This design comes from an exercise in tuning for small area, a short achievable clock period and few clock cycles per item on the open sky130 flow, not from production work. The RTL was checked by simulation tests, not by an equivalence proof against the original design. Power and IR drop assume default switching activity.

File: flow/config.mk
export PLATFORM = sky130hd
export DESIGN_NAME = sc_reduce
export DESIGN_NICKNAME = sc_reduce
export VERILOG_FILES = /design/flow/design.v
export SDC_FILE = /design/flow/constraint.sdc
export NUM_CORES = 4
export LEC_CHECK = 0
export ABC_AREA = 1
export CAP_MARGIN = 20
export CORE_MARGIN = 2
export CORE_UTILIZATION = 60
export CTS_BUF_LIST = sky130_fd_sc_hd__clkbuf_4 sky130_fd_sc_hd__clkbuf_8
export SETUP_SLACK_MARGIN = 5
export SLEW_MARGIN = 20
export SYNTH_HIERARCHICAL = 1
File: flow/constraint.sdc
create_clock -name core_clock -period 10.0 [get_ports {clk}]
set_input_delay 2.0000 -clock core_clock [delete_from_list [all_inputs] [get_ports {clk}]]
set_output_delay 2.0000 -clock core_clock [all_outputs]
set_load 0.01 [all_outputs]
File: flow/design.v
module sc_reduce (
    input  wire         clk,
    input  wire         rst,
    input  wire         in_valid,
    output wire         in_ready,
    input  wire [255:0] in_data,
    output wire         out_valid,
    input  wire         out_ready,
    output wire [255:0] out_data
);
    reg         v;       
    reg         fx;      
    reg [252:0] r;       
    reg         rb;      
    wire hold = v & ~out_ready;          
    wire [3:0]   h  = in_data[255:252];
    wire [128:0] xl = (fx | hold) ? r[128:0] : in_data[128:0];
    wire [122:0] xu = in_data[251:129];
    reg  [128:0] th;     
    always @(*) begin
        case (h)
            4'd0: th = 129'h0;
            4'd1: th = 129'h14def9dea2f79cd65812631a5cf5d3ed;
            4'd2: th = 129'h29bdf3bd45ef39acb024c634b9eba7da;
            4'd3: th = 129'h3e9ced9be8e6d6830837294f16e17bc7;
            4'd4: th = 129'h537be77a8bde735960498c6973d74fb4;
            4'd5: th = 129'h685ae1592ed6102fb85bef83d0cd23a1;
            4'd6: th = 129'h7d39db37d1cdad06106e529e2dc2f78e;
            4'd7: th = 129'h9218d51674c549dc6880b5b88ab8cb7b;
            4'd8: th = 129'ha6f7cef517bce6b2c09318d2e7ae9f68;
            4'd9: th = 129'hbbd6c8d3bab4838918a57bed44a47355;
            4'd10: th = 129'hd0b5c2b25dac205f70b7df07a19a4742;
            4'd11: th = 129'he594bc9100a3bd35c8ca4221fe901b2f;
            4'd12: th = 129'hfa73b66fa39b5a0c20dca53c5b85ef1c;
            4'd13: th = 129'h10f52b04e4692f6e278ef0856b87bc309;
            4'd14: th = 129'h12431aa2ce98a93b8d1016b71157196f6;
            4'd15: th = 129'h13910a40b8c82308f2913ce8b72676ae3;
            default: th = 129'h0;
        endcase
    end
    wire [128:0] t = fx ? 129'h1eb2106215d086329a7ed9ce5a30a2c13 : hold ? 129'd0 : th;    
    wire [128:0] d_g;
    wire [128:0] d_k;
    assign d_g = xl & ~t;   
    assign d_k = ~(xl ^ t);  
    wire d_G0_0 = d_g[3] | d_k[3] & (d_g[2] | d_k[2] & (d_g[1] | d_k[1] & (d_g[0])));
    wire d_P0_0 = d_k[3] & d_k[2] & d_k[1] & d_k[0];
    wire d_G1_0 = d_g[7] | d_k[7] & (d_g[6] | d_k[6] & (d_g[5] | d_k[5] & (d_g[4])));
    wire d_P1_0 = d_k[7] & d_k[6] & d_k[5] & d_k[4];
    wire d_G2_0 = d_g[11] | d_k[11] & (d_g[10] | d_k[10] & (d_g[9] | d_k[9] & (d_g[8])));
    wire d_P2_0 = d_k[11] & d_k[10] & d_k[9] & d_k[8];
    wire d_G3_0 = d_g[15] | d_k[15] & (d_g[14] | d_k[14] & (d_g[13] | d_k[13] & (d_g[12])));
    wire d_P3_0 = d_k[15] & d_k[14] & d_k[13] & d_k[12];
    wire d_G4_0 = d_g[19] | d_k[19] & (d_g[18] | d_k[18] & (d_g[17] | d_k[17] & (d_g[16])));
    wire d_P4_0 = d_k[19] & d_k[18] & d_k[17] & d_k[16];
    wire d_G5_0 = d_g[23] | d_k[23] & (d_g[22] | d_k[22] & (d_g[21] | d_k[21] & (d_g[20])));
    wire d_P5_0 = d_k[23] & d_k[22] & d_k[21] & d_k[20];
    wire d_G6_0 = d_g[27] | d_k[27] & (d_g[26] | d_k[26] & (d_g[25] | d_k[25] & (d_g[24])));
    wire d_P6_0 = d_k[27] & d_k[26] & d_k[25] & d_k[24];
    wire d_G7_0 = d_g[31] | d_k[31] & (d_g[30] | d_k[30] & (d_g[29] | d_k[29] & (d_g[28])));
    wire d_P7_0 = d_k[31] & d_k[30] & d_k[29] & d_k[28];
    wire d_G8_0 = d_g[35] | d_k[35] & (d_g[34] | d_k[34] & (d_g[33] | d_k[33] & (d_g[32])));
    wire d_P8_0 = d_k[35] & d_k[34] & d_k[33] & d_k[32];
    wire d_G9_0 = d_g[39] | d_k[39] & (d_g[38] | d_k[38] & (d_g[37] | d_k[37] & (d_g[36])));
    wire d_P9_0 = d_k[39] & d_k[38] & d_k[37] & d_k[36];
    wire d_G10_0 = d_g[43] | d_k[43] & (d_g[42] | d_k[42] & (d_g[41] | d_k[41] & (d_g[40])));
    wire d_P10_0 = d_k[43] & d_k[42] & d_k[41] & d_k[40];
    wire d_G11_0 = d_g[47] | d_k[47] & (d_g[46] | d_k[46] & (d_g[45] | d_k[45] & (d_g[44])));
    wire d_P11_0 = d_k[47] & d_k[46] & d_k[45] & d_k[44];
    wire d_G12_0 = d_g[51] | d_k[51] & (d_g[50] | d_k[50] & (d_g[49] | d_k[49] & (d_g[48])));
    wire d_P12_0 = d_k[51] & d_k[50] & d_k[49] & d_k[48];
    wire d_G13_0 = d_g[55] | d_k[55] & (d_g[54] | d_k[54] & (d_g[53] | d_k[53] & (d_g[52])));
    wire d_P13_0 = d_k[55] & d_k[54] & d_k[53] & d_k[52];
    wire d_G14_0 = d_g[59] | d_k[59] & (d_g[58] | d_k[58] & (d_g[57] | d_k[57] & (d_g[56])));
    wire d_P14_0 = d_k[59] & d_k[58] & d_k[57] & d_k[56];
    wire d_G15_0 = d_g[63] | d_k[63] & (d_g[62] | d_k[62] & (d_g[61] | d_k[61] & (d_g[60])));
    wire d_P15_0 = d_k[63] & d_k[62] & d_k[61] & d_k[60];
    wire d_G16_0 = d_g[67] | d_k[67] & (d_g[66] | d_k[66] & (d_g[65] | d_k[65] & (d_g[64])));
    wire d_P16_0 = d_k[67] & d_k[66] & d_k[65] & d_k[64];
    wire d_G17_0 = d_g[71] | d_k[71] & (d_g[70] | d_k[70] & (d_g[69] | d_k[69] & (d_g[68])));
    wire d_P17_0 = d_k[71] & d_k[70] & d_k[69] & d_k[68];
    wire d_G18_0 = d_g[75] | d_k[75] & (d_g[74] | d_k[74] & (d_g[73] | d_k[73] & (d_g[72])));
    wire d_P18_0 = d_k[75] & d_k[74] & d_k[73] & d_k[72];
    wire d_G19_0 = d_g[79] | d_k[79] & (d_g[78] | d_k[78] & (d_g[77] | d_k[77] & (d_g[76])));
    wire d_P19_0 = d_k[79] & d_k[78] & d_k[77] & d_k[76];
    wire d_G20_0 = d_g[83] | d_k[83] & (d_g[82] | d_k[82] & (d_g[81] | d_k[81] & (d_g[80])));
    wire d_P20_0 = d_k[83] & d_k[82] & d_k[81] & d_k[80];
    wire d_G21_0 = d_g[87] | d_k[87] & (d_g[86] | d_k[86] & (d_g[85] | d_k[85] & (d_g[84])));
    wire d_P21_0 = d_k[87] & d_k[86] & d_k[85] & d_k[84];
    wire d_G22_0 = d_g[91] | d_k[91] & (d_g[90] | d_k[90] & (d_g[89] | d_k[89] & (d_g[88])));
    wire d_P22_0 = d_k[91] & d_k[90] & d_k[89] & d_k[88];
    wire d_G23_0 = d_g[95] | d_k[95] & (d_g[94] | d_k[94] & (d_g[93] | d_k[93] & (d_g[92])));
    wire d_P23_0 = d_k[95] & d_k[94] & d_k[93] & d_k[92];
    wire d_G24_0 = d_g[99] | d_k[99] & (d_g[98] | d_k[98] & (d_g[97] | d_k[97] & (d_g[96])));
    wire d_P24_0 = d_k[99] & d_k[98] & d_k[97] & d_k[96];
    wire d_G25_0 = d_g[103] | d_k[103] & (d_g[102] | d_k[102] & (d_g[101] | d_k[101] & (d_g[100])));
    wire d_P25_0 = d_k[103] & d_k[102] & d_k[101] & d_k[100];
    wire d_G26_0 = d_g[107] | d_k[107] & (d_g[106] | d_k[106] & (d_g[105] | d_k[105] & (d_g[104])));
    wire d_P26_0 = d_k[107] & d_k[106] & d_k[105] & d_k[104];
    wire d_G27_0 = d_g[111] | d_k[111] & (d_g[110] | d_k[110] & (d_g[109] | d_k[109] & (d_g[108])));
    wire d_P27_0 = d_k[111] & d_k[110] & d_k[109] & d_k[108];
    wire d_G28_0 = d_g[115] | d_k[115] & (d_g[114] | d_k[114] & (d_g[113] | d_k[113] & (d_g[112])));
    wire d_P28_0 = d_k[115] & d_k[114] & d_k[113] & d_k[112];
    wire d_G29_0 = d_g[119] | d_k[119] & (d_g[118] | d_k[118] & (d_g[117] | d_k[117] & (d_g[116])));
    wire d_P29_0 = d_k[119] & d_k[118] & d_k[117] & d_k[116];
    wire d_G30_0 = d_g[123] | d_k[123] & (d_g[122] | d_k[122] & (d_g[121] | d_k[121] & (d_g[120])));
    wire d_P30_0 = d_k[123] & d_k[122] & d_k[121] & d_k[120];
    wire d_G31_0 = d_g[127] | d_k[127] & (d_g[126] | d_k[126] & (d_g[125] | d_k[125] & (d_g[124])));
    wire d_P31_0 = d_k[127] & d_k[126] & d_k[125] & d_k[124];
    wire d_G32_0 = d_g[128];
    wire d_P32_0 = d_k[128];
    wire d_C0 = d_G0_0 | d_P0_0;
    wire d_G1_1 = d_G1_0 | d_P1_0 & d_C0;
    wire d_G3_2 = d_G3_0 | d_P3_0 & d_G2_0;
    wire d_P3_2 = d_P3_0 & d_P2_0;
    wire d_G5_3 = d_G5_0 | d_P5_0 & d_G4_0;
    wire d_P5_3 = d_P5_0 & d_P4_0;
    wire d_G7_4 = d_G7_0 | d_P7_0 & d_G6_0;
    wire d_P7_4 = d_P7_0 & d_P6_0;
    wire d_G9_5 = d_G9_0 | d_P9_0 & d_G8_0;
    wire d_P9_5 = d_P9_0 & d_P8_0;
    wire d_G11_6 = d_G11_0 | d_P11_0 & d_G10_0;
    wire d_P11_6 = d_P11_0 & d_P10_0;
    wire d_G13_7 = d_G13_0 | d_P13_0 & d_G12_0;
    wire d_P13_7 = d_P13_0 & d_P12_0;
    wire d_G15_8 = d_G15_0 | d_P15_0 & d_G14_0;
    wire d_P15_8 = d_P15_0 & d_P14_0;
    wire d_G17_9 = d_G17_0 | d_P17_0 & d_G16_0;
    wire d_P17_9 = d_P17_0 & d_P16_0;
    wire d_G19_10 = d_G19_0 | d_P19_0 & d_G18_0;
    wire d_P19_10 = d_P19_0 & d_P18_0;
    wire d_G21_11 = d_G21_0 | d_P21_0 & d_G20_0;
    wire d_P21_11 = d_P21_0 & d_P20_0;
    wire d_G23_12 = d_G23_0 | d_P23_0 & d_G22_0;
    wire d_P23_12 = d_P23_0 & d_P22_0;
    wire d_G25_13 = d_G25_0 | d_P25_0 & d_G24_0;
    wire d_P25_13 = d_P25_0 & d_P24_0;
    wire d_G27_14 = d_G27_0 | d_P27_0 & d_G26_0;
    wire d_P27_14 = d_P27_0 & d_P26_0;
    wire d_G29_15 = d_G29_0 | d_P29_0 & d_G28_0;
    wire d_P29_15 = d_P29_0 & d_P28_0;
    wire d_G31_16 = d_G31_0 | d_P31_0 & d_G30_0;
    wire d_P31_16 = d_P31_0 & d_P30_0;
    wire d_G2_17 = d_G2_0 | d_P2_0 & d_G1_1;
    wire d_G3_18 = d_G3_2 | d_P3_2 & d_G1_1;
    wire d_G6_19 = d_G6_0 | d_P6_0 & d_G5_3;
    wire d_P6_19 = d_P6_0 & d_P5_3;
    wire d_G7_20 = d_G7_4 | d_P7_4 & d_G5_3;
    wire d_P7_20 = d_P7_4 & d_P5_3;
    wire d_G10_21 = d_G10_0 | d_P10_0 & d_G9_5;
    wire d_P10_21 = d_P10_0 & d_P9_5;
    wire d_G11_22 = d_G11_6 | d_P11_6 & d_G9_5;
    wire d_P11_22 = d_P11_6 & d_P9_5;
    wire d_G14_23 = d_G14_0 | d_P14_0 & d_G13_7;
    wire d_P14_23 = d_P14_0 & d_P13_7;
    wire d_G15_24 = d_G15_8 | d_P15_8 & d_G13_7;
    wire d_P15_24 = d_P15_8 & d_P13_7;
    wire d_G18_25 = d_G18_0 | d_P18_0 & d_G17_9;
    wire d_P18_25 = d_P18_0 & d_P17_9;
    wire d_G19_26 = d_G19_10 | d_P19_10 & d_G17_9;
    wire d_P19_26 = d_P19_10 & d_P17_9;
    wire d_G22_27 = d_G22_0 | d_P22_0 & d_G21_11;
    wire d_P22_27 = d_P22_0 & d_P21_11;
    wire d_G23_28 = d_G23_12 | d_P23_12 & d_G21_11;
    wire d_P23_28 = d_P23_12 & d_P21_11;
    wire d_G26_29 = d_G26_0 | d_P26_0 & d_G25_13;
    wire d_P26_29 = d_P26_0 & d_P25_13;
    wire d_G27_30 = d_G27_14 | d_P27_14 & d_G25_13;
    wire d_P27_30 = d_P27_14 & d_P25_13;
    wire d_G30_31 = d_G30_0 | d_P30_0 & d_G29_15;
    wire d_P30_31 = d_P30_0 & d_P29_15;
    wire d_G31_32 = d_G31_16 | d_P31_16 & d_G29_15;
    wire d_P31_32 = d_P31_16 & d_P29_15;
    wire d_G4_33 = d_G4_0 | d_P4_0 & d_G3_18;
    wire d_G5_34 = d_G5_3 | d_P5_3 & d_G3_18;
    wire d_G6_35 = d_G6_19 | d_P6_19 & d_G3_18;
    wire d_G7_36 = d_G7_20 | d_P7_20 & d_G3_18;
    wire d_G12_37 = d_G12_0 | d_P12_0 & d_G11_22;
    wire d_P12_37 = d_P12_0 & d_P11_22;
    wire d_G13_38 = d_G13_7 | d_P13_7 & d_G11_22;
    wire d_P13_38 = d_P13_7 & d_P11_22;
    wire d_G14_39 = d_G14_23 | d_P14_23 & d_G11_22;
    wire d_P14_39 = d_P14_23 & d_P11_22;
    wire d_G15_40 = d_G15_24 | d_P15_24 & d_G11_22;
    wire d_P15_40 = d_P15_24 & d_P11_22;
    wire d_G20_41 = d_G20_0 | d_P20_0 & d_G19_26;
    wire d_P20_41 = d_P20_0 & d_P19_26;
    wire d_G21_42 = d_G21_11 | d_P21_11 & d_G19_26;
    wire d_P21_42 = d_P21_11 & d_P19_26;
    wire d_G22_43 = d_G22_27 | d_P22_27 & d_G19_26;
    wire d_P22_43 = d_P22_27 & d_P19_26;
    wire d_G23_44 = d_G23_28 | d_P23_28 & d_G19_26;
    wire d_P23_44 = d_P23_28 & d_P19_26;
    wire d_G28_45 = d_G28_0 | d_P28_0 & d_G27_30;
    wire d_P28_45 = d_P28_0 & d_P27_30;
    wire d_G29_46 = d_G29_15 | d_P29_15 & d_G27_30;
    wire d_P29_46 = d_P29_15 & d_P27_30;
    wire d_G30_47 = d_G30_31 | d_P30_31 & d_G27_30;
    wire d_P30_47 = d_P30_31 & d_P27_30;
    wire d_G31_48 = d_G31_32 | d_P31_32 & d_G27_30;
    wire d_P31_48 = d_P31_32 & d_P27_30;
    wire d_G8_49 = d_G8_0 | d_P8_0 & d_G7_36;
    wire d_G9_50 = d_G9_5 | d_P9_5 & d_G7_36;
    wire d_G10_51 = d_G10_21 | d_P10_21 & d_G7_36;
    wire d_G11_52 = d_G11_22 | d_P11_22 & d_G7_36;
    wire d_G12_53 = d_G12_37 | d_P12_37 & d_G7_36;
    wire d_G13_54 = d_G13_38 | d_P13_38 & d_G7_36;
    wire d_G14_55 = d_G14_39 | d_P14_39 & d_G7_36;
    wire d_G15_56 = d_G15_40 | d_P15_40 & d_G7_36;
    wire d_G24_57 = d_G24_0 | d_P24_0 & d_G23_44;
    wire d_P24_57 = d_P24_0 & d_P23_44;
    wire d_G25_58 = d_G25_13 | d_P25_13 & d_G23_44;
    wire d_P25_58 = d_P25_13 & d_P23_44;
    wire d_G26_59 = d_G26_29 | d_P26_29 & d_G23_44;
    wire d_P26_59 = d_P26_29 & d_P23_44;
    wire d_G27_60 = d_G27_30 | d_P27_30 & d_G23_44;
    wire d_P27_60 = d_P27_30 & d_P23_44;
    wire d_G28_61 = d_G28_45 | d_P28_45 & d_G23_44;
    wire d_P28_61 = d_P28_45 & d_P23_44;
    wire d_G29_62 = d_G29_46 | d_P29_46 & d_G23_44;
    wire d_P29_62 = d_P29_46 & d_P23_44;
    wire d_G30_63 = d_G30_47 | d_P30_47 & d_G23_44;
    wire d_P30_63 = d_P30_47 & d_P23_44;
    wire d_G31_64 = d_G31_48 | d_P31_48 & d_G23_44;
    wire d_P31_64 = d_P31_48 & d_P23_44;
    wire d_G16_65 = d_G16_0 | d_P16_0 & d_G15_56;
    wire d_G17_66 = d_G17_9 | d_P17_9 & d_G15_56;
    wire d_G18_67 = d_G18_25 | d_P18_25 & d_G15_56;
    wire d_G19_68 = d_G19_26 | d_P19_26 & d_G15_56;
    wire d_G20_69 = d_G20_41 | d_P20_41 & d_G15_56;
    wire d_G21_70 = d_G21_42 | d_P21_42 & d_G15_56;
    wire d_G22_71 = d_G22_43 | d_P22_43 & d_G15_56;
    wire d_G23_72 = d_G23_44 | d_P23_44 & d_G15_56;
    wire d_G24_73 = d_G24_57 | d_P24_57 & d_G15_56;
    wire d_G25_74 = d_G25_58 | d_P25_58 & d_G15_56;
    wire d_G26_75 = d_G26_59 | d_P26_59 & d_G15_56;
    wire d_G27_76 = d_G27_60 | d_P27_60 & d_G15_56;
    wire d_G28_77 = d_G28_61 | d_P28_61 & d_G15_56;
    wire d_G29_78 = d_G29_62 | d_P29_62 & d_G15_56;
    wire d_G30_79 = d_G30_63 | d_P30_63 & d_G15_56;
    wire d_G31_80 = d_G31_64 | d_P31_64 & d_G15_56;
    wire d_G32_81 = d_G32_0 | d_P32_0 & d_G31_80;
    wire [129:0] d_c;
    assign d_c[0] = 1'b1;
    assign d_c[1] = d_g[0] | (d_k[0]) & 1'b1;
    assign d_c[2] = d_g[1] | d_k[1] & (d_g[0]) | (d_k[1] & d_k[0]) & 1'b1;
    assign d_c[3] = d_g[2] | d_k[2] & (d_g[1] | d_k[1] & (d_g[0])) | (d_k[2] & d_k[1] & d_k[0]) & 1'b1;
    assign d_c[4] = d_C0;
    assign d_c[5] = d_g[4] | (d_k[4]) & d_C0;
    assign d_c[6] = d_g[5] | d_k[5] & (d_g[4]) | (d_k[5] & d_k[4]) & d_C0;
    assign d_c[7] = d_g[6] | d_k[6] & (d_g[5] | d_k[5] & (d_g[4])) | (d_k[6] & d_k[5] & d_k[4]) & d_C0;
    assign d_c[8] = d_G1_1;
    assign d_c[9] = d_g[8] | (d_k[8]) & d_G1_1;
    assign d_c[10] = d_g[9] | d_k[9] & (d_g[8]) | (d_k[9] & d_k[8]) & d_G1_1;
    assign d_c[11] = d_g[10] | d_k[10] & (d_g[9] | d_k[9] & (d_g[8])) | (d_k[10] & d_k[9] & d_k[8]) & d_G1_1;
    assign d_c[12] = d_G2_17;
    assign d_c[13] = d_g[12] | (d_k[12]) & d_G2_17;
    assign d_c[14] = d_g[13] | d_k[13] & (d_g[12]) | (d_k[13] & d_k[12]) & d_G2_17;
    assign d_c[15] = d_g[14] | d_k[14] & (d_g[13] | d_k[13] & (d_g[12])) | (d_k[14] & d_k[13] & d_k[12]) & d_G2_17;
    assign d_c[16] = d_G3_18;
    assign d_c[17] = d_g[16] | (d_k[16]) & d_G3_18;
    assign d_c[18] = d_g[17] | d_k[17] & (d_g[16]) | (d_k[17] & d_k[16]) & d_G3_18;
    assign d_c[19] = d_g[18] | d_k[18] & (d_g[17] | d_k[17] & (d_g[16])) | (d_k[18] & d_k[17] & d_k[16]) & d_G3_18;
    assign d_c[20] = d_G4_33;
    assign d_c[21] = d_g[20] | (d_k[20]) & d_G4_33;
    assign d_c[22] = d_g[21] | d_k[21] & (d_g[20]) | (d_k[21] & d_k[20]) & d_G4_33;
    assign d_c[23] = d_g[22] | d_k[22] & (d_g[21] | d_k[21] & (d_g[20])) | (d_k[22] & d_k[21] & d_k[20]) & d_G4_33;
    assign d_c[24] = d_G5_34;
    assign d_c[25] = d_g[24] | (d_k[24]) & d_G5_34;
    assign d_c[26] = d_g[25] | d_k[25] & (d_g[24]) | (d_k[25] & d_k[24]) & d_G5_34;
    assign d_c[27] = d_g[26] | d_k[26] & (d_g[25] | d_k[25] & (d_g[24])) | (d_k[26] & d_k[25] & d_k[24]) & d_G5_34;
    assign d_c[28] = d_G6_35;
    assign d_c[29] = d_g[28] | (d_k[28]) & d_G6_35;
    assign d_c[30] = d_g[29] | d_k[29] & (d_g[28]) | (d_k[29] & d_k[28]) & d_G6_35;
    assign d_c[31] = d_g[30] | d_k[30] & (d_g[29] | d_k[29] & (d_g[28])) | (d_k[30] & d_k[29] & d_k[28]) & d_G6_35;
    assign d_c[32] = d_G7_36;
    assign d_c[33] = d_g[32] | (d_k[32]) & d_G7_36;
    assign d_c[34] = d_g[33] | d_k[33] & (d_g[32]) | (d_k[33] & d_k[32]) & d_G7_36;
    assign d_c[35] = d_g[34] | d_k[34] & (d_g[33] | d_k[33] & (d_g[32])) | (d_k[34] & d_k[33] & d_k[32]) & d_G7_36;
    assign d_c[36] = d_G8_49;
    assign d_c[37] = d_g[36] | (d_k[36]) & d_G8_49;
    assign d_c[38] = d_g[37] | d_k[37] & (d_g[36]) | (d_k[37] & d_k[36]) & d_G8_49;
    assign d_c[39] = d_g[38] | d_k[38] & (d_g[37] | d_k[37] & (d_g[36])) | (d_k[38] & d_k[37] & d_k[36]) & d_G8_49;
    assign d_c[40] = d_G9_50;
    assign d_c[41] = d_g[40] | (d_k[40]) & d_G9_50;
    assign d_c[42] = d_g[41] | d_k[41] & (d_g[40]) | (d_k[41] & d_k[40]) & d_G9_50;
    assign d_c[43] = d_g[42] | d_k[42] & (d_g[41] | d_k[41] & (d_g[40])) | (d_k[42] & d_k[41] & d_k[40]) & d_G9_50;
    assign d_c[44] = d_G10_51;
    assign d_c[45] = d_g[44] | (d_k[44]) & d_G10_51;
    assign d_c[46] = d_g[45] | d_k[45] & (d_g[44]) | (d_k[45] & d_k[44]) & d_G10_51;
    assign d_c[47] = d_g[46] | d_k[46] & (d_g[45] | d_k[45] & (d_g[44])) | (d_k[46] & d_k[45] & d_k[44]) & d_G10_51;
    assign d_c[48] = d_G11_52;
    assign d_c[49] = d_g[48] | (d_k[48]) & d_G11_52;
    assign d_c[50] = d_g[49] | d_k[49] & (d_g[48]) | (d_k[49] & d_k[48]) & d_G11_52;
    assign d_c[51] = d_g[50] | d_k[50] & (d_g[49] | d_k[49] & (d_g[48])) | (d_k[50] & d_k[49] & d_k[48]) & d_G11_52;
    assign d_c[52] = d_G12_53;
    assign d_c[53] = d_g[52] | (d_k[52]) & d_G12_53;
    assign d_c[54] = d_g[53] | d_k[53] & (d_g[52]) | (d_k[53] & d_k[52]) & d_G12_53;
    assign d_c[55] = d_g[54] | d_k[54] & (d_g[53] | d_k[53] & (d_g[52])) | (d_k[54] & d_k[53] & d_k[52]) & d_G12_53;
    assign d_c[56] = d_G13_54;
    assign d_c[57] = d_g[56] | (d_k[56]) & d_G13_54;
    assign d_c[58] = d_g[57] | d_k[57] & (d_g[56]) | (d_k[57] & d_k[56]) & d_G13_54;
    assign d_c[59] = d_g[58] | d_k[58] & (d_g[57] | d_k[57] & (d_g[56])) | (d_k[58] & d_k[57] & d_k[56]) & d_G13_54;
    assign d_c[60] = d_G14_55;
    assign d_c[61] = d_g[60] | (d_k[60]) & d_G14_55;
    assign d_c[62] = d_g[61] | d_k[61] & (d_g[60]) | (d_k[61] & d_k[60]) & d_G14_55;
    assign d_c[63] = d_g[62] | d_k[62] & (d_g[61] | d_k[61] & (d_g[60])) | (d_k[62] & d_k[61] & d_k[60]) & d_G14_55;
    assign d_c[64] = d_G15_56;
    assign d_c[65] = d_g[64] | (d_k[64]) & d_G15_56;
    assign d_c[66] = d_g[65] | d_k[65] & (d_g[64]) | (d_k[65] & d_k[64]) & d_G15_56;
    assign d_c[67] = d_g[66] | d_k[66] & (d_g[65] | d_k[65] & (d_g[64])) | (d_k[66] & d_k[65] & d_k[64]) & d_G15_56;
    assign d_c[68] = d_G16_65;
    assign d_c[69] = d_g[68] | (d_k[68]) & d_G16_65;
    assign d_c[70] = d_g[69] | d_k[69] & (d_g[68]) | (d_k[69] & d_k[68]) & d_G16_65;
    assign d_c[71] = d_g[70] | d_k[70] & (d_g[69] | d_k[69] & (d_g[68])) | (d_k[70] & d_k[69] & d_k[68]) & d_G16_65;
    assign d_c[72] = d_G17_66;
    assign d_c[73] = d_g[72] | (d_k[72]) & d_G17_66;
    assign d_c[74] = d_g[73] | d_k[73] & (d_g[72]) | (d_k[73] & d_k[72]) & d_G17_66;
    assign d_c[75] = d_g[74] | d_k[74] & (d_g[73] | d_k[73] & (d_g[72])) | (d_k[74] & d_k[73] & d_k[72]) & d_G17_66;
    assign d_c[76] = d_G18_67;
    assign d_c[77] = d_g[76] | (d_k[76]) & d_G18_67;
    assign d_c[78] = d_g[77] | d_k[77] & (d_g[76]) | (d_k[77] & d_k[76]) & d_G18_67;
    assign d_c[79] = d_g[78] | d_k[78] & (d_g[77] | d_k[77] & (d_g[76])) | (d_k[78] & d_k[77] & d_k[76]) & d_G18_67;
    assign d_c[80] = d_G19_68;
    assign d_c[81] = d_g[80] | (d_k[80]) & d_G19_68;
    assign d_c[82] = d_g[81] | d_k[81] & (d_g[80]) | (d_k[81] & d_k[80]) & d_G19_68;
    assign d_c[83] = d_g[82] | d_k[82] & (d_g[81] | d_k[81] & (d_g[80])) | (d_k[82] & d_k[81] & d_k[80]) & d_G19_68;
    assign d_c[84] = d_G20_69;
    assign d_c[85] = d_g[84] | (d_k[84]) & d_G20_69;
    assign d_c[86] = d_g[85] | d_k[85] & (d_g[84]) | (d_k[85] & d_k[84]) & d_G20_69;
    assign d_c[87] = d_g[86] | d_k[86] & (d_g[85] | d_k[85] & (d_g[84])) | (d_k[86] & d_k[85] & d_k[84]) & d_G20_69;
    assign d_c[88] = d_G21_70;
    assign d_c[89] = d_g[88] | (d_k[88]) & d_G21_70;
    assign d_c[90] = d_g[89] | d_k[89] & (d_g[88]) | (d_k[89] & d_k[88]) & d_G21_70;
    assign d_c[91] = d_g[90] | d_k[90] & (d_g[89] | d_k[89] & (d_g[88])) | (d_k[90] & d_k[89] & d_k[88]) & d_G21_70;
    assign d_c[92] = d_G22_71;
    assign d_c[93] = d_g[92] | (d_k[92]) & d_G22_71;
    assign d_c[94] = d_g[93] | d_k[93] & (d_g[92]) | (d_k[93] & d_k[92]) & d_G22_71;
    assign d_c[95] = d_g[94] | d_k[94] & (d_g[93] | d_k[93] & (d_g[92])) | (d_k[94] & d_k[93] & d_k[92]) & d_G22_71;
    assign d_c[96] = d_G23_72;
    assign d_c[97] = d_g[96] | (d_k[96]) & d_G23_72;
    assign d_c[98] = d_g[97] | d_k[97] & (d_g[96]) | (d_k[97] & d_k[96]) & d_G23_72;
    assign d_c[99] = d_g[98] | d_k[98] & (d_g[97] | d_k[97] & (d_g[96])) | (d_k[98] & d_k[97] & d_k[96]) & d_G23_72;
    assign d_c[100] = d_G24_73;
    assign d_c[101] = d_g[100] | (d_k[100]) & d_G24_73;
    assign d_c[102] = d_g[101] | d_k[101] & (d_g[100]) | (d_k[101] & d_k[100]) & d_G24_73;
    assign d_c[103] = d_g[102] | d_k[102] & (d_g[101] | d_k[101] & (d_g[100])) | (d_k[102] & d_k[101] & d_k[100]) & d_G24_73;
    assign d_c[104] = d_G25_74;
    assign d_c[105] = d_g[104] | (d_k[104]) & d_G25_74;
    assign d_c[106] = d_g[105] | d_k[105] & (d_g[104]) | (d_k[105] & d_k[104]) & d_G25_74;
    assign d_c[107] = d_g[106] | d_k[106] & (d_g[105] | d_k[105] & (d_g[104])) | (d_k[106] & d_k[105] & d_k[104]) & d_G25_74;
    assign d_c[108] = d_G26_75;
    assign d_c[109] = d_g[108] | (d_k[108]) & d_G26_75;
    assign d_c[110] = d_g[109] | d_k[109] & (d_g[108]) | (d_k[109] & d_k[108]) & d_G26_75;
    assign d_c[111] = d_g[110] | d_k[110] & (d_g[109] | d_k[109] & (d_g[108])) | (d_k[110] & d_k[109] & d_k[108]) & d_G26_75;
    assign d_c[112] = d_G27_76;
    assign d_c[113] = d_g[112] | (d_k[112]) & d_G27_76;
    assign d_c[114] = d_g[113] | d_k[113] & (d_g[112]) | (d_k[113] & d_k[112]) & d_G27_76;
    assign d_c[115] = d_g[114] | d_k[114] & (d_g[113] | d_k[113] & (d_g[112])) | (d_k[114] & d_k[113] & d_k[112]) & d_G27_76;
    assign d_c[116] = d_G28_77;
    assign d_c[117] = d_g[116] | (d_k[116]) & d_G28_77;
    assign d_c[118] = d_g[117] | d_k[117] & (d_g[116]) | (d_k[117] & d_k[116]) & d_G28_77;
    assign d_c[119] = d_g[118] | d_k[118] & (d_g[117] | d_k[117] & (d_g[116])) | (d_k[118] & d_k[117] & d_k[116]) & d_G28_77;
    assign d_c[120] = d_G29_78;
    assign d_c[121] = d_g[120] | (d_k[120]) & d_G29_78;
    assign d_c[122] = d_g[121] | d_k[121] & (d_g[120]) | (d_k[121] & d_k[120]) & d_G29_78;
    assign d_c[123] = d_g[122] | d_k[122] & (d_g[121] | d_k[121] & (d_g[120])) | (d_k[122] & d_k[121] & d_k[120]) & d_G29_78;
    assign d_c[124] = d_G30_79;
    assign d_c[125] = d_g[124] | (d_k[124]) & d_G30_79;
    assign d_c[126] = d_g[125] | d_k[125] & (d_g[124]) | (d_k[125] & d_k[124]) & d_G30_79;
    assign d_c[127] = d_g[126] | d_k[126] & (d_g[125] | d_k[125] & (d_g[124])) | (d_k[126] & d_k[125] & d_k[124]) & d_G30_79;
    assign d_c[128] = d_G31_80;
    assign d_c[129] = d_G32_81;
    wire [128:0] d_s = d_k ^ d_c[128:0];
    wire d_bo = ~d_c[129];
    wire neg = ~fx & d_bo & ~|xu;          
    wire adv = ~v | out_ready;
    wire [122:0] ru_dec;
    sc_reduce_dec u_dec (.u(r[251:129]), .b(rb), .y(ru_dec));
    assign in_ready  = adv & ~fx;
    assign out_valid = v;
    assign out_data  = {3'b000, r[252], ru_dec, r[128:0]};
    always @(posedge clk) begin
        if (rst) begin
            v  <= 1'b0;
            fx <= 1'b0;
        end else if (fx) begin
            v  <= 1'b1;
            fx <= 1'b0;
        end else if (adv) begin
            v  <= in_valid & ~neg;
            fx <= in_valid & neg;
        end
        r[128:0] <= d_s;
        if (adv) begin
            r[252] <= fx & ~d_bo;
            rb     <= d_bo;
        end
        if (adv & ~fx)
            r[251:129] <= xu;
    end
endmodule
module sc_reduce_dec (
    input  wire [122:0] u,
    input  wire         b,
    output wire [122:0] y
);
    wire [122:0] ru = u;
    wire [123:0] u_z;
    assign u_z[0] = 1'b1;
    wire u_B0_0 = ~|ru[3:0];
    wire u_B1_0 = ~|ru[7:4];
    wire u_B2_0 = ~|ru[11:8];
    wire u_B3_0 = ~|ru[15:12];
    wire u_B4_0 = ~|ru[19:16];
    wire u_B5_0 = ~|ru[23:20];
    wire u_B6_0 = ~|ru[27:24];
    wire u_B7_0 = ~|ru[31:28];
    wire u_B8_0 = ~|ru[35:32];
    wire u_B9_0 = ~|ru[39:36];
    wire u_B10_0 = ~|ru[43:40];
    wire u_B11_0 = ~|ru[47:44];
    wire u_B12_0 = ~|ru[51:48];
    wire u_B13_0 = ~|ru[55:52];
    wire u_B14_0 = ~|ru[59:56];
    wire u_B15_0 = ~|ru[63:60];
    wire u_B16_0 = ~|ru[67:64];
    wire u_B17_0 = ~|ru[71:68];
    wire u_B18_0 = ~|ru[75:72];
    wire u_B19_0 = ~|ru[79:76];
    wire u_B20_0 = ~|ru[83:80];
    wire u_B21_0 = ~|ru[87:84];
    wire u_B22_0 = ~|ru[91:88];
    wire u_B23_0 = ~|ru[95:92];
    wire u_B24_0 = ~|ru[99:96];
    wire u_B25_0 = ~|ru[103:100];
    wire u_B26_0 = ~|ru[107:104];
    wire u_B27_0 = ~|ru[111:108];
    wire u_B28_0 = ~|ru[115:112];
    wire u_B29_0 = ~|ru[119:116];
    wire u_B30_0 = ~|ru[122:120];
    wire u_B1_1 = u_B1_0 & u_B0_0;
    wire u_B3_1 = u_B3_0 & u_B2_0;
    wire u_B5_1 = u_B5_0 & u_B4_0;
    wire u_B7_1 = u_B7_0 & u_B6_0;
    wire u_B9_1 = u_B9_0 & u_B8_0;
    wire u_B11_1 = u_B11_0 & u_B10_0;
    wire u_B13_1 = u_B13_0 & u_B12_0;
    wire u_B15_1 = u_B15_0 & u_B14_0;
    wire u_B17_1 = u_B17_0 & u_B16_0;
    wire u_B19_1 = u_B19_0 & u_B18_0;
    wire u_B21_1 = u_B21_0 & u_B20_0;
    wire u_B23_1 = u_B23_0 & u_B22_0;
    wire u_B25_1 = u_B25_0 & u_B24_0;
    wire u_B27_1 = u_B27_0 & u_B26_0;
    wire u_B29_1 = u_B29_0 & u_B28_0;
    wire u_B2_2 = u_B2_0 & u_B1_1;
    wire u_B3_2 = u_B3_1 & u_B1_1;
    wire u_B6_2 = u_B6_0 & u_B5_1;
    wire u_B7_2 = u_B7_1 & u_B5_1;
    wire u_B10_2 = u_B10_0 & u_B9_1;
    wire u_B11_2 = u_B11_1 & u_B9_1;
    wire u_B14_2 = u_B14_0 & u_B13_1;
    wire u_B15_2 = u_B15_1 & u_B13_1;
    wire u_B18_2 = u_B18_0 & u_B17_1;
    wire u_B19_2 = u_B19_1 & u_B17_1;
    wire u_B22_2 = u_B22_0 & u_B21_1;
    wire u_B23_2 = u_B23_1 & u_B21_1;
    wire u_B26_2 = u_B26_0 & u_B25_1;
    wire u_B27_2 = u_B27_1 & u_B25_1;
    wire u_B30_2 = u_B30_0 & u_B29_1;
    wire u_B4_3 = u_B4_0 & u_B3_2;
    wire u_B5_3 = u_B5_1 & u_B3_2;
    wire u_B6_3 = u_B6_2 & u_B3_2;
    wire u_B7_3 = u_B7_2 & u_B3_2;
    wire u_B12_3 = u_B12_0 & u_B11_2;
    wire u_B13_3 = u_B13_1 & u_B11_2;
    wire u_B14_3 = u_B14_2 & u_B11_2;
    wire u_B15_3 = u_B15_2 & u_B11_2;
    wire u_B20_3 = u_B20_0 & u_B19_2;
    wire u_B21_3 = u_B21_1 & u_B19_2;
    wire u_B22_3 = u_B22_2 & u_B19_2;
    wire u_B23_3 = u_B23_2 & u_B19_2;
    wire u_B28_3 = u_B28_0 & u_B27_2;
    wire u_B29_3 = u_B29_1 & u_B27_2;
    wire u_B30_3 = u_B30_2 & u_B27_2;
    wire u_B8_4 = u_B8_0 & u_B7_3;
    wire u_B9_4 = u_B9_1 & u_B7_3;
    wire u_B10_4 = u_B10_2 & u_B7_3;
    wire u_B11_4 = u_B11_2 & u_B7_3;
    wire u_B12_4 = u_B12_3 & u_B7_3;
    wire u_B13_4 = u_B13_3 & u_B7_3;
    wire u_B14_4 = u_B14_3 & u_B7_3;
    wire u_B15_4 = u_B15_3 & u_B7_3;
    wire u_B24_4 = u_B24_0 & u_B23_3;
    wire u_B25_4 = u_B25_1 & u_B23_3;
    wire u_B26_4 = u_B26_2 & u_B23_3;
    wire u_B27_4 = u_B27_2 & u_B23_3;
    wire u_B28_4 = u_B28_3 & u_B23_3;
    wire u_B29_4 = u_B29_3 & u_B23_3;
    wire u_B30_4 = u_B30_3 & u_B23_3;
    wire u_B16_5 = u_B16_0 & u_B15_4;
    wire u_B17_5 = u_B17_1 & u_B15_4;
    wire u_B18_5 = u_B18_2 & u_B15_4;
    wire u_B19_5 = u_B19_2 & u_B15_4;
    wire u_B20_5 = u_B20_3 & u_B15_4;
    wire u_B21_5 = u_B21_3 & u_B15_4;
    wire u_B22_5 = u_B22_3 & u_B15_4;
    wire u_B23_5 = u_B23_3 & u_B15_4;
    wire u_B24_5 = u_B24_4 & u_B15_4;
    wire u_B25_5 = u_B25_4 & u_B15_4;
    wire u_B26_5 = u_B26_4 & u_B15_4;
    wire u_B27_5 = u_B27_4 & u_B15_4;
    wire u_B28_5 = u_B28_4 & u_B15_4;
    wire u_B29_5 = u_B29_4 & u_B15_4;
    wire u_B30_5 = u_B30_4 & u_B15_4;
    assign u_z[1] = ~|ru[0:0];
    assign u_z[2] = ~|ru[1:0];
    assign u_z[3] = ~|ru[2:0];
    assign u_z[4] = u_B0_0;
    assign u_z[5] = u_B0_0 & ~|ru[4:4];
    assign u_z[6] = u_B0_0 & ~|ru[5:4];
    assign u_z[7] = u_B0_0 & ~|ru[6:4];
    assign u_z[8] = u_B1_1;
    assign u_z[9] = u_B1_1 & ~|ru[8:8];
    assign u_z[10] = u_B1_1 & ~|ru[9:8];
    assign u_z[11] = u_B1_1 & ~|ru[10:8];
    assign u_z[12] = u_B2_2;
    assign u_z[13] = u_B2_2 & ~|ru[12:12];
    assign u_z[14] = u_B2_2 & ~|ru[13:12];
    assign u_z[15] = u_B2_2 & ~|ru[14:12];
    assign u_z[16] = u_B3_2;
    assign u_z[17] = u_B3_2 & ~|ru[16:16];
    assign u_z[18] = u_B3_2 & ~|ru[17:16];
    assign u_z[19] = u_B3_2 & ~|ru[18:16];
    assign u_z[20] = u_B4_3;
    assign u_z[21] = u_B4_3 & ~|ru[20:20];
    assign u_z[22] = u_B4_3 & ~|ru[21:20];
    assign u_z[23] = u_B4_3 & ~|ru[22:20];
    assign u_z[24] = u_B5_3;
    assign u_z[25] = u_B5_3 & ~|ru[24:24];
    assign u_z[26] = u_B5_3 & ~|ru[25:24];
    assign u_z[27] = u_B5_3 & ~|ru[26:24];
    assign u_z[28] = u_B6_3;
    assign u_z[29] = u_B6_3 & ~|ru[28:28];
    assign u_z[30] = u_B6_3 & ~|ru[29:28];
    assign u_z[31] = u_B6_3 & ~|ru[30:28];
    assign u_z[32] = u_B7_3;
    assign u_z[33] = u_B7_3 & ~|ru[32:32];
    assign u_z[34] = u_B7_3 & ~|ru[33:32];
    assign u_z[35] = u_B7_3 & ~|ru[34:32];
    assign u_z[36] = u_B8_4;
    assign u_z[37] = u_B8_4 & ~|ru[36:36];
    assign u_z[38] = u_B8_4 & ~|ru[37:36];
    assign u_z[39] = u_B8_4 & ~|ru[38:36];
    assign u_z[40] = u_B9_4;
    assign u_z[41] = u_B9_4 & ~|ru[40:40];
    assign u_z[42] = u_B9_4 & ~|ru[41:40];
    assign u_z[43] = u_B9_4 & ~|ru[42:40];
    assign u_z[44] = u_B10_4;
    assign u_z[45] = u_B10_4 & ~|ru[44:44];
    assign u_z[46] = u_B10_4 & ~|ru[45:44];
    assign u_z[47] = u_B10_4 & ~|ru[46:44];
    assign u_z[48] = u_B11_4;
    assign u_z[49] = u_B11_4 & ~|ru[48:48];
    assign u_z[50] = u_B11_4 & ~|ru[49:48];
    assign u_z[51] = u_B11_4 & ~|ru[50:48];
    assign u_z[52] = u_B12_4;
    assign u_z[53] = u_B12_4 & ~|ru[52:52];
    assign u_z[54] = u_B12_4 & ~|ru[53:52];
    assign u_z[55] = u_B12_4 & ~|ru[54:52];
    assign u_z[56] = u_B13_4;
    assign u_z[57] = u_B13_4 & ~|ru[56:56];
    assign u_z[58] = u_B13_4 & ~|ru[57:56];
    assign u_z[59] = u_B13_4 & ~|ru[58:56];
    assign u_z[60] = u_B14_4;
    assign u_z[61] = u_B14_4 & ~|ru[60:60];
    assign u_z[62] = u_B14_4 & ~|ru[61:60];
    assign u_z[63] = u_B14_4 & ~|ru[62:60];
    assign u_z[64] = u_B15_4;
    assign u_z[65] = u_B15_4 & ~|ru[64:64];
    assign u_z[66] = u_B15_4 & ~|ru[65:64];
    assign u_z[67] = u_B15_4 & ~|ru[66:64];
    assign u_z[68] = u_B16_5;
    assign u_z[69] = u_B16_5 & ~|ru[68:68];
    assign u_z[70] = u_B16_5 & ~|ru[69:68];
    assign u_z[71] = u_B16_5 & ~|ru[70:68];
    assign u_z[72] = u_B17_5;
    assign u_z[73] = u_B17_5 & ~|ru[72:72];
    assign u_z[74] = u_B17_5 & ~|ru[73:72];
    assign u_z[75] = u_B17_5 & ~|ru[74:72];
    assign u_z[76] = u_B18_5;
    assign u_z[77] = u_B18_5 & ~|ru[76:76];
    assign u_z[78] = u_B18_5 & ~|ru[77:76];
    assign u_z[79] = u_B18_5 & ~|ru[78:76];
    assign u_z[80] = u_B19_5;
    assign u_z[81] = u_B19_5 & ~|ru[80:80];
    assign u_z[82] = u_B19_5 & ~|ru[81:80];
    assign u_z[83] = u_B19_5 & ~|ru[82:80];
    assign u_z[84] = u_B20_5;
    assign u_z[85] = u_B20_5 & ~|ru[84:84];
    assign u_z[86] = u_B20_5 & ~|ru[85:84];
    assign u_z[87] = u_B20_5 & ~|ru[86:84];
    assign u_z[88] = u_B21_5;
    assign u_z[89] = u_B21_5 & ~|ru[88:88];
    assign u_z[90] = u_B21_5 & ~|ru[89:88];
    assign u_z[91] = u_B21_5 & ~|ru[90:88];
    assign u_z[92] = u_B22_5;
    assign u_z[93] = u_B22_5 & ~|ru[92:92];
    assign u_z[94] = u_B22_5 & ~|ru[93:92];
    assign u_z[95] = u_B22_5 & ~|ru[94:92];
    assign u_z[96] = u_B23_5;
    assign u_z[97] = u_B23_5 & ~|ru[96:96];
    assign u_z[98] = u_B23_5 & ~|ru[97:96];
    assign u_z[99] = u_B23_5 & ~|ru[98:96];
    assign u_z[100] = u_B24_5;
    assign u_z[101] = u_B24_5 & ~|ru[100:100];
    assign u_z[102] = u_B24_5 & ~|ru[101:100];
    assign u_z[103] = u_B24_5 & ~|ru[102:100];
    assign u_z[104] = u_B25_5;
    assign u_z[105] = u_B25_5 & ~|ru[104:104];
    assign u_z[106] = u_B25_5 & ~|ru[105:104];
    assign u_z[107] = u_B25_5 & ~|ru[106:104];
    assign u_z[108] = u_B26_5;
    assign u_z[109] = u_B26_5 & ~|ru[108:108];
    assign u_z[110] = u_B26_5 & ~|ru[109:108];
    assign u_z[111] = u_B26_5 & ~|ru[110:108];
    assign u_z[112] = u_B27_5;
    assign u_z[113] = u_B27_5 & ~|ru[112:112];
    assign u_z[114] = u_B27_5 & ~|ru[113:112];
    assign u_z[115] = u_B27_5 & ~|ru[114:112];
    assign u_z[116] = u_B28_5;
    assign u_z[117] = u_B28_5 & ~|ru[116:116];
    assign u_z[118] = u_B28_5 & ~|ru[117:116];
    assign u_z[119] = u_B28_5 & ~|ru[118:116];
    assign u_z[120] = u_B29_5;
    assign u_z[121] = u_B29_5 & ~|ru[120:120];
    assign u_z[122] = u_B29_5 & ~|ru[121:120];
    assign u_z[123] = u_B30_5;
    assign y = ru ^ ({123{b}} & u_z[122:0]);
endmodule
File: flow/flow/run.sh
#!/bin/bash
# Layout flow: the standard layout (standard.sh), with two changes:
#  - synthesis without the full/half-adder extraction (ADDER_MAP_FILE empty),
#    so ABC maps the hand-built prefix adder itself;
#  - port buffers are buf_1 cells.
# Every register, its name and cell type are those of the standard synthesis.
set -euo pipefail
bash standard.sh ADDER_MAP_FILE= \
  'BUFFER_PORTS_ARGS=-buffer_cell sky130_fd_sc_hd__buf_1' \
  finish > flow_make.log 2>&1
File: flow/standard.sh
#!/bin/bash
# synth_recipe.tcl (not shown) runs the flow's synth.tcl, then flattens the netlist and writes it again
# the make line also repeats each setting of config.mk as NAME=value (left out here)
make -C /OpenROAD-flow-scripts/flow DESIGN_CONFIG=/design/flow/config.mk WORK_HOME=/design/flow/orfs CLKGATE_MAP_FILE= SYNTH_SCRIPT=/design/flow/synth_recipe.tcl "${@:-finish}"
==> qor.yml, run 1 <==
sta:
  hold_viol: 0
  post-route-period-util_pct: 49.53
  drv_slew: 0
  rsz0062_at_grt: "yes"
  fin_crit_ns: 4.953
  tightestPinTransition_ns: 0.8651
  setup_violations: 0
  max_slew_margin_pct: 42.33
  fin_skew_ns: 0.02292
  finalSetupTns_ns: 0
  whs_ns: 0.6430
  fmax_mhz: 201.9
logic_synthesis:
  syn_area_um2: 19510
  synth.distinct_cells: 59
  ys_top_cells_by_count: "nand2_1, inv_1, nor2_1"
  ys_seq_elements: 256
  synth_top_area_cell: "nand2_1"
  postSynthCellCount: 3000
  ys_seq_area_share_pct: 32.68
  post-synth-top-area-fraction_pct: 23.45
  yosysMostFrequentCell: "nand2_1"
  async_flop_share_pct: 0
  ys_warn_count: 7
  synth_ff_type: "dfxtp_1"
  syn_area_per_cell_um2: 6.504
  synth_edf_count: 125
  yosys-top-cells-area: "nand2_1, edfxtp_1, dfxtp_1"
drt:
  drt_iter0_drc: 1743
  drc: 0
  antenna_left: 0
  viasPerCell: 5.491
  avgRoutedWirePerCell_um: 18.07
  dr_total_vias: 21450
  firstDrtPassIters: 9
  routed_wl_um: 70580
global_route:
  grt_pass1_wl_um: 104300
  grtUsageTotal_pct: 39.81
  grt_pass1_vias: 19760
  grt_max_degree: 80
  antenna_found_initial: 14
  grt-ovfl-total: 0
clock_network:
  cts.sinks: 256
  numCtsBuffers: 47
  clockBufferDepth: 3
  clk_pin_slew_ns: 0.06
  holdBufCountCts: 0
  clock-root-buffer: "clkbuf_8"
  htreeDepth: 2
  cts_tree: "built"
  clock_latency_ns: 0.59
critical_path:
  cp_max_fo: 23
  max_stage_delay_ns: 0.17
  critPathCaptureType: "output pin"
  critPathRequiredTime_ns: 8.00
  worstPathCellList: "buf_2 > inv_12 > nand2_8 > nand2_8 > inv_16 > buf_16 > buf_1"
  cp_common_cell: "nand2_8"
  path_class: "input port to output pin"
  crit_arrival_ns: 2.95
  cpMaxStageDelayCell: "buf_2"
  crit_buf_inv: 5
  crit_path_start_kind: "input port"
  crit_family: "buffers and inverters"
floorplanning:
  die_area_um2: 33980
  coreArea_um2: 32290
  start_util_pct: 60.43
  chipHeight_um: 184.3
  die_w_um: 184.3
  io_pins: 518
  rows: 66
power:
  power_leakage_nw: 11.27
  ir_drop_v: 0.0001352
  p_per_area_nw_per_um2: 184.8
flow_run:
  drv_cap: 0
final_layout:
  multi_input_area_um2: 10720
  fin_util_pct: 69.37
  drive_gt1_share_pct: 8.628
  seq_area_um2: 6376
  fillers: 2936
  area_delta_synth_final_pct: 14.80
  num-nets-final: 3676
  final_cell_count_no_fill: 3906
placement:
  hpwl_um: 52460
  globalplace.congestion: 1.039
  place_inst: 3771
  port_buffers: 514
status:
  outcome: "no timing/DRC/antenna violations"
hold_path:
  hold_path.class: "flip-flop to flip-flop"
[flip-flops by register name (all words and copies together) (netlist names)]
signal and cells:
r 253, v 1, rb 1, fx 1
[cell families (layout without fill, tap and decap cells)]
kind of cell	count (synthesis)	in the layout	share of synthesized area, %
buffers and inverters	521	967	13.62
and+or+nand+nor	1882	1887	41.35
AOI/OAI and AO/OA	194	195	5.714
xor gates and xnor gates	136	136	6.105
other	1	13	0.01922
muxes	10	10	0.5130
DFF	256	256	32.68
[Yosys stat by module, one instance, submodules excluded]
module         cells  area, um2  flops+latches
sc_reduce       2412      16980            256
sc_reduce_dec    588       2536              0
[final cells by class]
| class | count | area share [%] |
|---|---|---|
| multi-input combinational | 2231 | 47.84 |
| sequential | 256 | 28.47 |
| timing repair buffer | 546 | 10.36 |
| inverter | 330 | 5.798 |
| clock buffer | 75 | 4.217 |
| tap | 442 | 2.469 |
| clock inverter | 12 | 0.5307 |
| timing repair inverter | 4 | 0.2011 |
| antenna | 10 | 0.1117 |
[worst min-delay path: stages (launching register included)]
cell and delay, ns:
dfxtp_1 0.32, inv_1 0.05, nand2_1 0.04, o21ai_0 0.11, xnor2_1 0.08
[worst paths after layout]
check,from,to,slack (ns),depth (start not counted)
max,out_ready,in_ready,5.05,7
min,r[0],r[0],0.64,4
max reg2reg,fx,r[114],5.52,24
min reg2reg,r[0],r[0],0.64,4
[metrics by stage]
stage               worst slack [ns]  cell area (um2)  power [mW]
detailed placement             3.245            20670       2.911
floorplan                      4.978            19580       2.690
global placement               3.369            20670       2.886
global route                   4.984            22390       4.345
CTS                            4.843            21910       4.062
finish                         5.047            22400       4.139
[per-layer routing]
layer  up-vias  part of all wire [%]  GRT usage, %
met5         -                 0.091             0
met4        10                   6.8         26.72
met3       295                    10         10.59
met2      1203                    45         63.58
met1      9713                    38         47.05
li1      10230                     -             -
[repair_timing]
| item | CTS | global route |
|---|---|---|
| pin swaps | 0 | 5 |
| resized for setup | 15 | 65 |
| setup endpoints to repair | 188 | 120 |
| buffers inserted | 2 | 23 |
| gates cloned | 9 | 4 |
[cell usage in the layout, fill, tap and decap left out, drive strengths merged, types with 2 or more instances in the layout]
cell,n
a22oi,5
o21ai,106
or2,38
buf,539
nor2,249
a21oi,48
nand3,210
a22o,2
clkinv,10
o21bai,4
bufinv,2
diode,10
nand3b,24
xor2,95
o22ai,2
nand4,47
nand2,1255
nor3,29
clkbuf,81
edfxtp,125
a21o,5
inv,332
nor4,33
a31oi,3
a21boi,10
mux2i,10
conb,3
clkinvlp,2
dfxtp,131
o211ai,6
xnor2,41
[report_power, final]
| part | switching, mW | total (mW) | internal (mW) |
|---|---|---|---|
| clock | 0.491 | 1.14 | 0.653 |
| combinational | 0.971 | 1.45 | 0.477 |
| sequential | 0.186 | 1.55 | 1.36 |
Testbench counts, summed over its fixed seeds: cycles 1,608, values 1,600.
==> run 2, diff against run 1 <==
==> flow/flow/run.sh (replaced) <==
#!/bin/bash
# Layout flow: the standard layout (standard.sh), with these changes:
#  - synthesis without the full/half-adder extraction (ADDER_MAP_FILE empty),
#    so ABC maps the hand-built prefix adder itself;
#  - port buffers are buf_1 cells;
set -euo pipefail
bash standard.sh ADDER_MAP_FILE= \
  'BUFFER_PORTS_ARGS=-buffer_cell sky130_fd_sc_hd__buf_1' \
  SETUP_SLACK_MARGIN=5.6 \
  finish > flow_make.log 2>&1
--- a/flow/config.mk
+++ b/flow/config.mk
@@ -10,5 +10,3 @@
 export CORE_MARGIN = 2
-export CORE_UTILIZATION = 60
-export CTS_BUF_LIST = sky130_fd_sc_hd__clkbuf_4 sky130_fd_sc_hd__clkbuf_8
-export SETUP_SLACK_MARGIN = 5
+export CORE_UTILIZATION = 40
 export SLEW_MARGIN = 20
==> run 2 against run 1 <==
Still clean on timing, DRC and antenna. First-iteration DRC count up 17%. Utilization down 10 points. Highest routed layer unchanged. Critical path depth grew 19. Final cell count increased by 10%. Clock power up 7%. Total power grew 13%. Clock skew decreased by 0.0019 ns. Sequential share of layout area fell by 6.0 points. Synthesized area unchanged. Global-route usage decreased by 10 points. Sequential power is essentially flat.
==> qor.yml, run 2 <==
floorplanning:
  rows: 80  # +21%
  start_util_pct: 40.69  # -20 points
  io_pins: 518  # unchanged
  die_w_um: 224.9  # +22%
  die_area_um2: 50560  # +49%
  coreArea_um2: 47950  # +48%
  chipHeight_um: 224.9  # +22%
placement:
  placed_cell_area_um2: 20930  # +1.3%
  hpwl_um: 56490  # +7.7%
  globalplace.congestion: 0.9829  # -5.4%
  port_buffers: 514  # unchanged
global_route:
  grt-ovfl-total: 0  # unchanged
  grt_pass1_wl_um: 115100  # +10%
  antenna_found_initial: 10  # -4
  grt_pass1_vias: 20150  # +1.9%
  grtUsageTotal_pct: 29.74  # -10 points
  grt_max_degree: 82  # +2.5%
logic_synthesis:
  syn_area_um2: 19510  # unchanged
  post-synth-top-area-fraction_pct: 23.45  # unchanged
  synth_top_area_cell: "nand2_1"
  ys_seq_elements: 256  # unchanged
  syn_area_per_cell_um2: 6.504  # unchanged
  synth.distinct_cells: 59  # unchanged
  synth_ff_type: "dfxtp_1"
  ys_seq_area_share_pct: 32.68  # unchanged
  yosysMostFrequentCell: "nand2_1"
  ys_top_cells_by_count: "nand2_1, inv_1, nor2_1"
  async_flop_share_pct: 0  # unchanged
  ys_warn_count: 7  # unchanged
  yosys-top-cells-area: "nand2_1, edfxtp_1, dfxtp_1"
  postSynthCellCount: 3000  # unchanged
  synth_edf_count: 125  # unchanged
critical_path:
  max_stage_delay_ns: 0.21  # +0.04 ns
  crit_arrival_ns: 4.96  # +2.01 ns
  cp_common_cell: "buf_12"
  critPathCaptureType: "flip-flop"
  crit_family: "simple AND/OR/NAND/NOR gates"
  path_class: "input port to flip-flop"
  cpMaxStageDelayCell: "o21ai_4"
  crit_buf_inv: 8  # +3
  critPathRequiredTime_ns: 10.30  # +2.30 ns
  crit_path_start_kind: "input port"
  cp_max_fo: 8  # -65%
sta:
  finalSetupTns_ns: 0  # unchanged
  setup_violations: 0  # unchanged
  hold_viol: 0  # unchanged
  fin_crit_ns: 4.661  # -0.2917 ns
  drv_slew: 0  # unchanged
  rsz0062_at_grt: "yes"
  fmax_mhz: 214.6  # +6.3%
  fin_skew_ns: 0.02103  # -0.001889 ns
  max_slew_margin_pct: 29.30  # -13 points
  tightestPinTransition_ns: 1.060  # +0.1954 ns
  post-route-period-util_pct: 46.61  # -2.9 points
clock_network:
  clock-root-buffer: "clkbuf_16"
  clk_pin_slew_ns: 0.06  # about the same
  clock_latency_ns: 0.59  # about the same
  cts.sinks: 256  # unchanged
  holdBufCountCts: 0  # unchanged
  numCtsBuffers: 31  # -34%
  htreeDepth: 1  # -1
  cts_tree: "built"
  clockBufferDepth: 3  # unchanged
flow_run:
  drv_cap: 0  # unchanged
final_layout:
  drive_gt1_share_pct: 30.91  # +22 points
  largest_reg_flops: 253  # unchanged
  top_register: "r"
  final_cell_mix: "nand2_1, buf_1, inv_1, nand2_2, buf_4"
  finalInstanceArea_um2: 28330  # +26%
  num-nets-final: 3924  # +6.7%
  final_common_cell: "nand2_1"
  fin_util_pct: 59.10  # -10 points
  area_delta_synth_final_pct: 45.22
drt:
  avgRoutedWirePerCell_um: 19.31  # +6.9%
  antenna_left: 0  # unchanged
  drt_iter0_drc: 2046  # +17%
  firstDrtPassIters: 6  # -3
  viasPerCell: 5.226  # -4.8%
  routed_wl_um: 83190  # +18%
  drc: 0  # unchanged
  dr_total_vias: 22510  # +5.0%
power:
  power_mw: 4.664  # +13%
  p_per_area_nw_per_um2: 164.6  # -11%
  power_leakage_nw: 13.70  # +22%
  ir_drop_v: 0.0001439  # +6.4%
hold_path:
  hold_path.class: "flip-flop to flip-flop"
status:
  outcome: "no timing/DRC/antenna violations"
==> run 2: metal layers <==
metal | share of wire [%] | global-route usage (%) | vias to the layer above
met5 | 0.069 | 0 | -
met4 | 5.5 | 13.84 | 10
met3 | 8.5 | 5.996 | 264
met2 | 48 | 51.71 | 1098
met1 | 38 | 35.15 | 10410
li1 | - | - | 10730
==> run 2: path summary, 6_finish.rpt <==
check	end	depth (start not counted)	startpoint	slack, ns
setup / recovery	r[252]	26	out_ready	5.34
hold / removal	r[0]	4	r[0]	0.58
setup reg to reg	r[115]	23	fx	6.05
hold reg to reg	r[0]	4	r[0]	0.58
==> run 2: power by group <==
group	total (mW)	switching (mW)	internal, mW
sequential	1.56	0.200	1.36
combinational	1.88	1.16	0.720
clock	1.22	0.495	0.727
==> run 2: layout make-up <==
cell class | instances | area [um2]
clock buffers | 37 | 838.3
repair buffers | 800 | 5241
flip-flops and latches | 256 | 6376
inverters | 330 | 1355
clock inverters | 20 | 252.7
well taps | 615 | 769.5
diodes | 5 | 12.51
fillers | 4376 | 19610
multi-input cells | 2230 | 13240
repair inverters | 15 | 252.7
==> run 2: kinds of logic after synthesis <==
| group | after synthesis | synth area share (%) |
|---|---|---|
| AND/OR/NAND/NOR | 1882 | 41.35 |
| buffers and inverters | 521 | 13.62 |
| flip-flops | 256 | 32.68 |
| AO/OA/AOI/OAI | 194 | 5.714 |
| XOR/XNOR | 136 | 6.105 |
| multiplexers | 10 | 0.5130 |
| other | 1 | 0.01922 |
==> run 2: metrics by stage <==
stage / instances / setup WS [ns] / hold WS, ns
2_1_floorplan: 3002 / 4.979 / 0.5670
3_3_place_gp: 3949 / 3.738 / 0.5986
3_5_place_dp: 3949 / 3.634 / 0.6151
4_1_cts: 4198 / 5.358 / 0.5823
5_1_grt: 4307 / 5.233 / 0.6246
6_report: 4308 / 5.339 / 0.5774
==> run 2: worst register-to-register path, stage by stage, from the launching register on <==
cell and delay (ns):
dfxtp_1 0.29, buf_4 0.21, inv_2 0.27, buf_4 0.64, nand4_1 0.34, nand2_2 0.20
inv_1 0.13, nand3b_1 0.20, nand2_2 0.09, inv_2 0.08, nand3_2 0.07, nor2_2 0.16
nand2_4 0.06, nand2_4 0.10, nand2_4 0.06, nand2_4 0.09, nand2_4 0.08, nand2_8 0.15
buf_12 0.19, nand3_4 0.09, nand2_4 0.10, nand2_2 0.06, nand2_2 0.07, xor2_1 0.15
==> run 2: modules after synthesis, one instance, submodules excluded <==
| module | times used | cell area [um2] |
|---|---|---|
| sc_reduce_dec | 1 | 2536 |
| sc_reduce | 1 | 16980 |
==> run 2: timing repair <==
item	in CTS	in global routing
gates cloned	24	4
gates resized for setup	442	677
setup buffers	168	101
pin swaps	110	237
endpoints found under the setup margin	307	213
==> run 3, diff against run 2 <==
--- a/flow/design.v
+++ b/flow/design.v
@@ -379,3 +379,3 @@
     sc_reduce_dec u_dec (.u(r[251:129]), .b(rb), .y(ru_dec));
-    assign in_ready  = adv & ~fx;
+    sc_reduce_rdy u_rdy (.out_ready(out_ready), .v(v), .fx(fx), .in_ready(in_ready));
     assign out_valid = v;
@@ -641 +641,9 @@
 endmodule
+module sc_reduce_rdy (
+    input  wire out_ready,
+    input  wire v,
+    input  wire fx,
+    output wire in_ready
+);
+    assign in_ready = ~fx & (~v | out_ready);
+endmodule
--- a/flow/flow/run.sh
+++ b/flow/flow/run.sh
@@ -8,3 +8,3 @@
   'BUFFER_PORTS_ARGS=-buffer_cell sky130_fd_sc_hd__buf_1' \
-  SETUP_SLACK_MARGIN=5.6 \
+  SETUP_SLACK_MARGIN=5.4 \
   finish > flow_make.log 2>&1
==> run 3 against run 2 <==
Still clean. Clock-buffer cell count increased by 8. Global-route usage fell by 1.2 points. Clock skew decreased by 0.0033 ns. Non-clock buffer count down 181. Synthesized area about the same. Via count is 5.4% lower. Maximum frequency rose by 1.9%. Synthesized cell count is essentially flat. Critical path depth shrank 22. Critical endpoint is now in_ready. Largest cell class unchanged.
==> qor.yml, run 3 <==
logic_synthesis:
  synth_top_area_cell: "nand2_1"
  ys_seq_area_share_pct: 32.66  # about the same
  syn_area_per_cell_um2: 6.504  # about the same
  ys_top_cells_by_count: "nand2_1, inv_1, nor2_1"
  ys_warn_count: 7  # unchanged
  synth_xor_area_share_pct: 6.101  # about the same
  synth_ff_type: "dfxtp_1"
  yosys-top-cells-area: "nand2_1, edfxtp_1, dfxtp_1"
  postSynthCellCount: 3002  # +0.067%
  synthAdderAreaFrac_pct: 0  # unchanged
  yosys.area_share.simple_pct: 41.32  # about the same
  yosysMostFrequentCell: "nand2_1"
  synth_edf_count: 125  # unchanged
  async_flop_share_pct: 0  # unchanged
  synth.distinct_cells: 59  # unchanged
placement:
  place_ws_ns: 3.532  # -0.1016 ns
  port_buffers: 514  # unchanged
  globalplace.congestion: 1.023  # +4.1%
  hpwl_um: 57460  # +1.7%
  placed_cell_area_um2: 20900  # -0.13%
hold_path:
  hold_start: "r[0]"
floorplanning:
  start_util_pct: 40.72  # about the same
  die_w_um: 224.9  # about the same
  rows: 80  # unchanged
  die_area_um2: 50590  # about the same
  io_pins: 518  # unchanged
sta:
  fmax_mhz: 218.6  # +1.9%
  hold_viol: 0  # unchanged
  whs_ns: 0.5933  # +0.01588 ns
  tightestPinTransition_ns: 0.7626  # -0.2979 ns
  fin_ws_ns: 5.426  # +0.08652 ns
  post-route-period-util_pct: 45.74  # -0.87 points
  fin_crit_ns: 4.574  # -0.08652 ns
  setup_violations: 0  # unchanged
  rsz0062_at_grt: "yes"
  fin_skew_ns: 0.01769  # -0.003346 ns
clock_network:
  holdBufCountCts: 0  # unchanged
  numCtsBuffers: 34  # +9.7%
  cts_tree: "built"
  clock_latency_ns: 0.56  # -0.03 ns
  clk_pin_slew_ns: 0.06  # about the same
  clockBufferDepth: 3  # unchanged
  htreeDepth: 2  # +1
global_route:
  use_met2_pct: 47.17  # -4.5 points
  antenna_found_initial: 3  # -7
  grt_max_degree: 73  # -11%
  grt_pass1_vias: 18640  # -7.5%
  grtUsageTotal_pct: 28.55  # -1.2 points
drt:
  drt_iter0_drc: 1750  # -14%
  antenna_left: 0  # unchanged
  routed_wl_um: 78820  # -5.2%
  viasPerCell: 5.157  # -1.3%
  firstDrtPassIters: 6  # unchanged
critical_path:
  crit_arrival_ns: 2.57  # -2.39 ns
  critPathCaptureType: "output pin"
  path_class: "input port to output pin"
  crit_path_start_kind: "input port"
  startpoint: "out_ready"
  cp_max_fo: 3  # -5
flow_run:
  drv_cap: 0  # unchanged
final_layout:
  top_register: "r"
  drive_gt1_share_pct: 14.64  # -16 points
  final_common_cell: "nand2_1"
  final_cell_mix: "nand2_1, buf_1, inv_1, nand3_1, nor2_1"
  seq_area_um2: 6376  # unchanged
  num-nets-final: 3749  # -4.5%
  multi_input_area_um2: 11500  # -13%
status:
  outcome: "no timing/DRC/antenna violations"
power:
  p_per_area_nw_per_um2: 179.0  # +8.7%
  power_leakage_nw: 11.96  # -13%
  ir_drop_v: 0.0001009  # -30%
[run 3: cell types whose count changed after synthesis, sizes merged]
cell | before | now
a21oi | 48 | 49
inv | 327 | 328
[run 3: critical path, stage by stage]
cell and delay, ns:
clkbuf_4 0.14, inv_1 0.07, a21oi_4 0.20, buf_6 0.15
[run 3: final timing paths]
kind	endpoint	slack [ns]	depth (start not counted)
worst min-delay path	r[0]	0.59	4
worst max register to register	r[111]	5.93	23
worst max-delay path	in_ready	5.43	4
worst min register to register	r[0]	0.59	4
[run 3: stage by stage]
step                      std cells  utilization (%)  power, mW
final                          4130            50.65      4.346
after floorplan                3004                -      2.690
after detailed placement       3950            43.60      2.942
after CTS                      4054            47.48      4.234
after global placement         3950            43.60      2.949
after global routing           4128            50.64      4.576
[run 3: cell families (layout without fill, tap and decap cells)]
logic type,Yosys count,after routing
flip-flops,256,256
multiplexers,10,10
buffers and inverters,522,1022
other,1,6
AO/OA/AOI/OAI,195,195
XOR/XNOR,136,136
AND/OR/NAND/NOR,1882,1890
[run 3: where the power goes]
part,total [mW],switching [mW],internal (mW)
registers,1.56,0.195,1.36
logic,1.56,1.02,0.542
clock network,1.23,0.498,0.729
total,4.35,1.71,2.63
[run 3: area by class of cell]
class,count,area share [%]
antenna,3,0.03092
tap,615,3.169
inverter,331,5.415
multi-input combinational,2234,47.37
clock inverter,14,0.6904
timing repair inverter,13,0.6853
sequential,256,26.26
timing repair buffer,619,12.58
clock buffer,45,3.797
[run 3: layer usage]
layer,part of all wire [%],up-vias
met3,8.6,202
met5,0,-
li1,-,10380
met1,40,9687
met2,47,1029
met4,4.9,0
[run 3: Yosys stat by module (local to each module, per instance)]
module         area [um2]  cells  flops+latches
sc_reduce           16980   2412            256
sc_reduce_dec        2536    588              0
sc_reduce_rdy       12.51      2              0
[run 3: repair_timing]
item	4_1_cts	5_1_grt
cloned	11	14
resized for setup	97	271
hold endpoints to repair	0	0
pin swaps	14	48
buffers inserted	34	59
setup endpoints to repair	259	179
Testbench counts of run 3, summed over its fixed seeds: cycles 1,608, values 1,600.

Setup slack of run 3, layout unchanged: 5.426 ns with ideal ports, 5.349 ns with driving cells assumed (clock clkbuf_16, inputs buf_2), 4.825 ns with port delays also shifted by the 0.609 ns mid clock arrival.
